From an optimization exercise on the open Yosys and OpenROAD flow, aimed at small area; shortcuts taken in it are not production practice. Only simulation tests tie the RTL to the original design; equivalence was not proved. Power figures rest on the tool's default switching activity, not on a simulated workload.

// mbfs
module mbfs (
    input             clk,
    input             rst,
    input             start,
    input      [31:0] timeout_ms,
    input             req_en,
    input      [6:0]  sink_mask,
    input             tick_1ms,
    output            busy,
    output reg        done,
    output reg [3:0]  result,
    output     [3:0]  flags,
    output reg [31:0] frame_hdr,
    output reg [7:0]  vf_cs,
    output reg        cfg_strobe,
    output     [1:0]  cfg_parity,
    output            flush_req,
    input             flush_done,
    output            tx_valid,
    output     [7:0]  tx_data,
    input             tx_ready,
    input             rx_valid,
    input      [7:0]  rx_data,
    output            rx_pop,
    output reg        meas_valid,
    output reg [2:0]  meas_kind,
    output reg [63:0] meas_raw,
    output     [2:0]  meas_exp
);
    localparam [3:0] R_OK        = 4'd0,
                     R_NOSTART   = 4'd1,
                     R_SUSPLEN   = 4'd2,
  ...
Settings: LEC_CHECK=0, CAP_MARGIN=20, CORE_MARGIN=2, CORE_UTILIZATION=65, CTS_CLUSTER_DIAMETER=60, CTS_CLUSTER_SIZE=30, PLACE_DENSITY=0.75, SLEW_MARGIN=20; clock period 30.0 ns.
standard.sh (not shown) runs the stock make flow with config.mk's settings and CLKGATE_MAP_FILE= SYNTH_SCRIPT=/design/flow/synth_recipe.tcl, a recipe that flattens the netlist after the stock synthesis.
==> flow/flow/run.sh <==
#!/bin/bash
# The standard layout (standard.sh, with flow/config.mk's settings), with two
# changes: the port buffers use the smallest buffer cell, and clock tree
# synthesis inserts no dummy loads. The whole ORFS output goes to
# standard.log; each step's own log is under orfs/logs/.
set -euo pipefail
export BUFFER_PORTS_ARGS="-buffer_cell sky130_fd_sc_hd__buf_1"
export CTS_ARGS="-sink_clustering_enable -repair_clock_nets -sink_clustering_size 10 -sink_clustering_max_diameter 35 -sink_clustering_buffer sky130_fd_sc_hd__clkbuf_4 -dont_use_dummy_load"
bash standard.sh > standard.log 2>&1
The first run went through all stages and came out clean.
Rerun with:
--- a/flow/flow/run.sh
+++ b/flow/flow/run.sh
@@ -6,4 +6,4 @@
 set -euo pipefail
 export BUFFER_PORTS_ARGS="-buffer_cell sky130_fd_sc_hd__buf_1"
-export CTS_ARGS="-sink_clustering_enable -repair_clock_nets -sink_clustering_size 10 -sink_clustering_max_diameter 35 -sink_clustering_buffer sky130_fd_sc_hd__clkbuf_4 -dont_use_dummy_load"
+export CTS_ARGS="-sink_clustering_enable -repair_clock_nets -sink_clustering_size 12 -sink_clustering_max_diameter 40 -sink_clustering_buffer sky130_fd_sc_hd__clkbuf_4 -dont_use_dummy_load"
 bash standard.sh > standard.log 2>&1
Outcome: The changed run passed the timing, design-rule and antenna checks. Routed wire length goes down by 0.86%. Global-route usage goes down by 0.25 points. Count of clock-buffer cells in the layout decreases by 36. Non-clock buffer count stays the same. Fmax stays flat. Flip-flop and latch count does not change. Setup slack is better by 0.023 ns. Cell count drops by 0.72%. Die area is unchanged. Final area goes down by 0.49%.
Rerun with:
--- a/flow/flow/run.sh
+++ b/flow/flow/run.sh
@@ -6,4 +6,4 @@
 set -euo pipefail
 export BUFFER_PORTS_ARGS="-buffer_cell sky130_fd_sc_hd__buf_1"
-export CTS_ARGS="-sink_clustering_enable -repair_clock_nets -sink_clustering_size 12 -sink_clustering_max_diameter 40 -sink_clustering_buffer sky130_fd_sc_hd__clkbuf_4 -dont_use_dummy_load"
+export CTS_ARGS="-sink_clustering_enable -repair_clock_nets -sink_clustering_size 20 -sink_clustering_max_diameter 45 -sink_clustering_buffer sky130_fd_sc_hd__clkbuf_8 -dont_use_dummy_load"
 bash standard.sh > standard.log 2>&1
The changed run passed the timing, design-rule and antenna checks.
Worst hold slack improved by 0.026 ns.
Routed wire length goes up slightly.
Clock skew climbs by 0.0034 ns.
Global-route usage hardly moves.
Fmax stays flat.
Via count drops slightly.
Rerun with:
--- a/flow/flow/run.sh
+++ b/flow/flow/run.sh
@@ -6,4 +6,4 @@
 set -euo pipefail
 export BUFFER_PORTS_ARGS="-buffer_cell sky130_fd_sc_hd__buf_1"
-export CTS_ARGS="-sink_clustering_enable -repair_clock_nets -sink_clustering_size 20 -sink_clustering_max_diameter 45 -sink_clustering_buffer sky130_fd_sc_hd__clkbuf_8 -dont_use_dummy_load"
+export CTS_ARGS="-sink_clustering_enable -repair_clock_nets -sink_clustering_size 30 -sink_clustering_max_diameter 60 -dont_use_dummy_load"
 bash standard.sh > standard.log 2>&1
=>
- fmax went up by 0.36%
- core utilization went up by 0.13 points
- global-route usage went up by 0.39 points
- area after synthesis is unchanged
- sequential power hardly moves
- routed wire length went up by about 2.6%
- non-clock buffer count does not change
- setup slack is better by 0.031 ns
- final area is about the same

before:
mbfs again, from the RTL that the note above started with.
export LEC_CHECK = 0
export CAP_MARGIN = 20
export CORE_MARGIN = 2
export CORE_UTILIZATION = 65
export CTS_CLUSTER_DIAMETER = 60
export CTS_CLUSTER_SIZE = 30
export GPL_ROUTABILITY_DRIVEN = 0
export GPL_TIMING_DRIVEN = 0
export PLACE_DENSITY = 0.75
export SLEW_MARGIN = 20
create_clock -name core_clock -period 30.0 [get_ports {clk}]
==> flow/flow/run.sh <==
#!/bin/bash
# The standard layout (standard.sh, with flow/config.mk's settings), with two
# changes: the port buffers use the smallest buffer cell, and clock tree
# synthesis inserts no dummy loads. The whole ORFS output goes to
# standard.log; each step's own log is under orfs/logs/.
set -euo pipefail
export BUFFER_PORTS_ARGS="-buffer_cell sky130_fd_sc_hd__buf_1"
export CTS_ARGS="-sink_clustering_enable -repair_clock_nets -sink_clustering_size 10 -sink_clustering_max_diameter 35 -sink_clustering_buffer sky130_fd_sc_hd__clkbuf_4 -dont_use_dummy_load"
bash standard.sh > standard.log 2>&1
[inputs] after vs before
- clearing CTS_CLUSTER_SIZE, which used to be 30
- clearing GPL_TIMING_DRIVEN, which used to be 0
- clearing GPL_ROUTABILITY_DRIVEN, which used to be 0
- clearing CTS_CLUSTER_DIAMETER, which used to be 60
==> flow/flow/run.sh <==
#!/bin/bash
# The standard layout (standard.sh, with flow/config.mk's settings), with
# these changes: the port buffers use the smallest buffer cell, and clock tree
# synthesis clusters the flip-flops into groups of at most 10 within 35 um,
# each driven by a clkbuf_4, and inserts no dummy loads. The whole ORFS output
# goes to standard.log; each step's own log is under orfs/logs/.
set -euo pipefail
export BUFFER_PORTS_ARGS="-buffer_cell sky130_fd_sc_hd__buf_1"
export CTS_ARGS="-sink_clustering_enable -repair_clock_nets -sink_clustering_size 10 -sink_clustering_max_diameter 35 -sink_clustering_buffer sky130_fd_sc_hd__clkbuf_4 -dont_use_dummy_load"
bash standard.sh > standard.log 2>&1
Findings:
after finished every step from synthesis to the final layout, and the layout passed the timing, design-rule and antenna checks. Relative to before, after improves final cell area excluding filler cells. In after the total power per unit cell area turned out 0.53 nW/um^2 higher than in before. As far as fraction of standard cell area in multi-input logic is concerned, before and after perform about the same. Comparing after and before, via count of the first global-routing pass is higher on before. Post-detailed-routing wire length | after above before. | global-route wire length before repair | after vs before | about 1.6% higher |. From before to after the numbers moved as follows: worst setup slack after layout now sits higher, total global-route track usage climbed 0.68 points, total power held.

mbfs, a different RTL version from the one above (not shown whole).
Size in the first run: ~190 I/O pins.
export LEC_CHECK = 0
export CAP_MARGIN = 20
export CORE_MARGIN = 2
export CORE_UTILIZATION = 65
export CTS_CLUSTER_DIAMETER = 60
export CTS_CLUSTER_SIZE = 30
export PLACE_DENSITY = 0.75
export SLEW_MARGIN = 20
create_clock -name core_clock -period 30.0 [get_ports {clk}]
run.sh (not shown) runs the stock make flow with config.mk's settings and CLKGATE_MAP_FILE= SYNTH_SCRIPT=/design/flow/synth_recipe.tcl, a recipe that flattens the netlist after the stock synthesis.
Stock flow here: none of the scripts above is used.
Edit:
==> flow/flow/run.sh (new file) <==
#!/bin/bash
# The standard layout (standard.sh, with flow/config.mk's settings), with two
# changes: the port buffers use the smallest buffer cell, and clock tree
# synthesis inserts no dummy loads. The whole ORFS output goes to
# standard.log; each step's own log is under orfs/logs/.
set -euo pipefail
export BUFFER_PORTS_ARGS="-buffer_cell sky130_fd_sc_hd__buf_1"
export CTS_ARGS="-sink_clustering_enable -repair_clock_nets -sink_clustering_size 30 -sink_clustering_max_diameter 60 -dont_use_dummy_load"
bash standard.sh > standard.log 2>&1
==> flow/standard.sh (new file) <==
#!/bin/bash
# synth_recipe.tcl (not shown) runs the flow's synth.tcl, then flattens the netlist and writes it again
# the make line also repeats each setting of config.mk as NAME=value (left out here)
make -C /OpenROAD-flow-scripts/flow DESIGN_CONFIG=/design/flow/config.mk WORK_HOME=/design/flow/orfs CLKGATE_MAP_FILE= SYNTH_SCRIPT=/design/flow/synth_recipe.tcl "${@:-finish}"
removed: flow/run.sh
Effect:
- worst hold slack gets worse by 0.036 ns
- power goes down by 4.7%
- core utilization goes down by 2.4 points
- clock power goes down by about 10%
- via count goes down by 3.0%
Edit:
--- a/flow/flow/run.sh
+++ b/flow/flow/run.sh
@@ -6,4 +6,4 @@
 set -euo pipefail
 export BUFFER_PORTS_ARGS="-buffer_cell sky130_fd_sc_hd__buf_1"
-export CTS_ARGS="-sink_clustering_enable -repair_clock_nets -sink_clustering_size 30 -sink_clustering_max_diameter 60 -dont_use_dummy_load"
+export CTS_ARGS="-sink_clustering_enable -repair_clock_nets -sink_clustering_size 20 -sink_clustering_max_diameter 50 -sink_clustering_buffer sky130_fd_sc_hd__clkbuf_8 -dont_use_dummy_load"
 bash standard.sh > standard.log 2>&1
- CTS_CLUSTER_DIAMETER: 60 -> unset
- CTS_CLUSTER_SIZE: 30 -> unset
After rerunning: The changed run produced a clean layout. Utilization came out lower by 0.33 points. Wire length came out lower by 1.3%. Design area came out lower by 0.46%. Area after synthesis is unchanged. Clock skew came out lower by 0.032 ns. Synthesized cell count is unchanged. Flip-flop and latch count stays the same. Non-clock buffer count is unchanged. Power came out lower by 2.3%. Setup slack is better by 0.019 ns.
Edit:
--- a/flow/flow/run.sh
+++ b/flow/flow/run.sh
@@ -6,4 +6,4 @@
 set -euo pipefail
 export BUFFER_PORTS_ARGS="-buffer_cell sky130_fd_sc_hd__buf_1"
-export CTS_ARGS="-sink_clustering_enable -repair_clock_nets -sink_clustering_size 20 -sink_clustering_max_diameter 50 -sink_clustering_buffer sky130_fd_sc_hd__clkbuf_8 -dont_use_dummy_load"
+export CTS_ARGS="-sink_clustering_enable -repair_clock_nets -sink_clustering_size 30 -sink_clustering_max_diameter 60 -dont_use_dummy_load"
 bash standard.sh > standard.log 2>&1
- CAP_MARGIN: 20 -> 0
- SLEW_MARGIN: 20 -> 0
What happened: The new run completed with no timing, DRC or antenna violations. Clock skew climbs by 0.037 ns. Routed wire length climbs by 2.4%. Clock-buffer cell count drops by 41. Design area climbs by 0.45%. Sequential power stays flat. Global-route usage climbs by 0.50 points. Critical path depth does not change. Via count climbs by 0.31%. Final cell count drops by 0.88%.

re-timing with driven ports:
How much do the figures lean on ideal ports? The routed layouts below were timed once more, with nothing changed but the port constraints.
Step 1 (the two cells are an assumption about what drives the block):
set clk [get_ports {clk}]
set_driving_cell -lib_cell sky130_fd_sc_hd__clkbuf_16 $clk
set_driving_cell -lib_cell sky130_fd_sc_hd__buf_2 [delete_from_list [all_inputs] $clk]
Step 2, shift: input delay + t, output delay - t, t = (earliest + latest rising clock arrival at the registers) / 2. This alone moves slack from input paths to output paths.
Slacks: ideal / step 1 / step 2; pairs: ideal / step 1.
run | t (ns) | setup WS [ns] | worst setup path at the end
the first run of note 1 | 0.746 | 21.175 / 21.110 / 20.707 | input to register
the second run of note 1 | 0.744 | 21.198 / 21.134 / 20.692 | input to register
the third run of note 1 | 0.727 | 21.217 / 21.154 / 20.710 | input to register
the fourth run of note 1 | 0.688 | 21.248 / 21.185 / 20.706 | input to register
before | 0.750 | 21.009 / 20.943 / 20.604 | input to register
after | 0.746 | 21.175 / 21.110 / 20.707 | input to register
the first run of note 3 | 0.736 | 20.359 / 20.291 / 20.288 | input to register
the second run of note 3 | 0.696 | 20.836 / 20.770 / 20.561 | input to register
the third run of note 3 | 0.737 | 20.855 / 20.789 / 20.564 | input to register
the fourth run of note 3 | 0.708 | 20.827 / 20.760 / 20.562 | input to register
After both steps setup and hold are still met in every run listed. For the fourth run of note 1, which loses most, drivers alone change the setup slack by -0.063 ns; drivers and shift together by -0.542 ns.
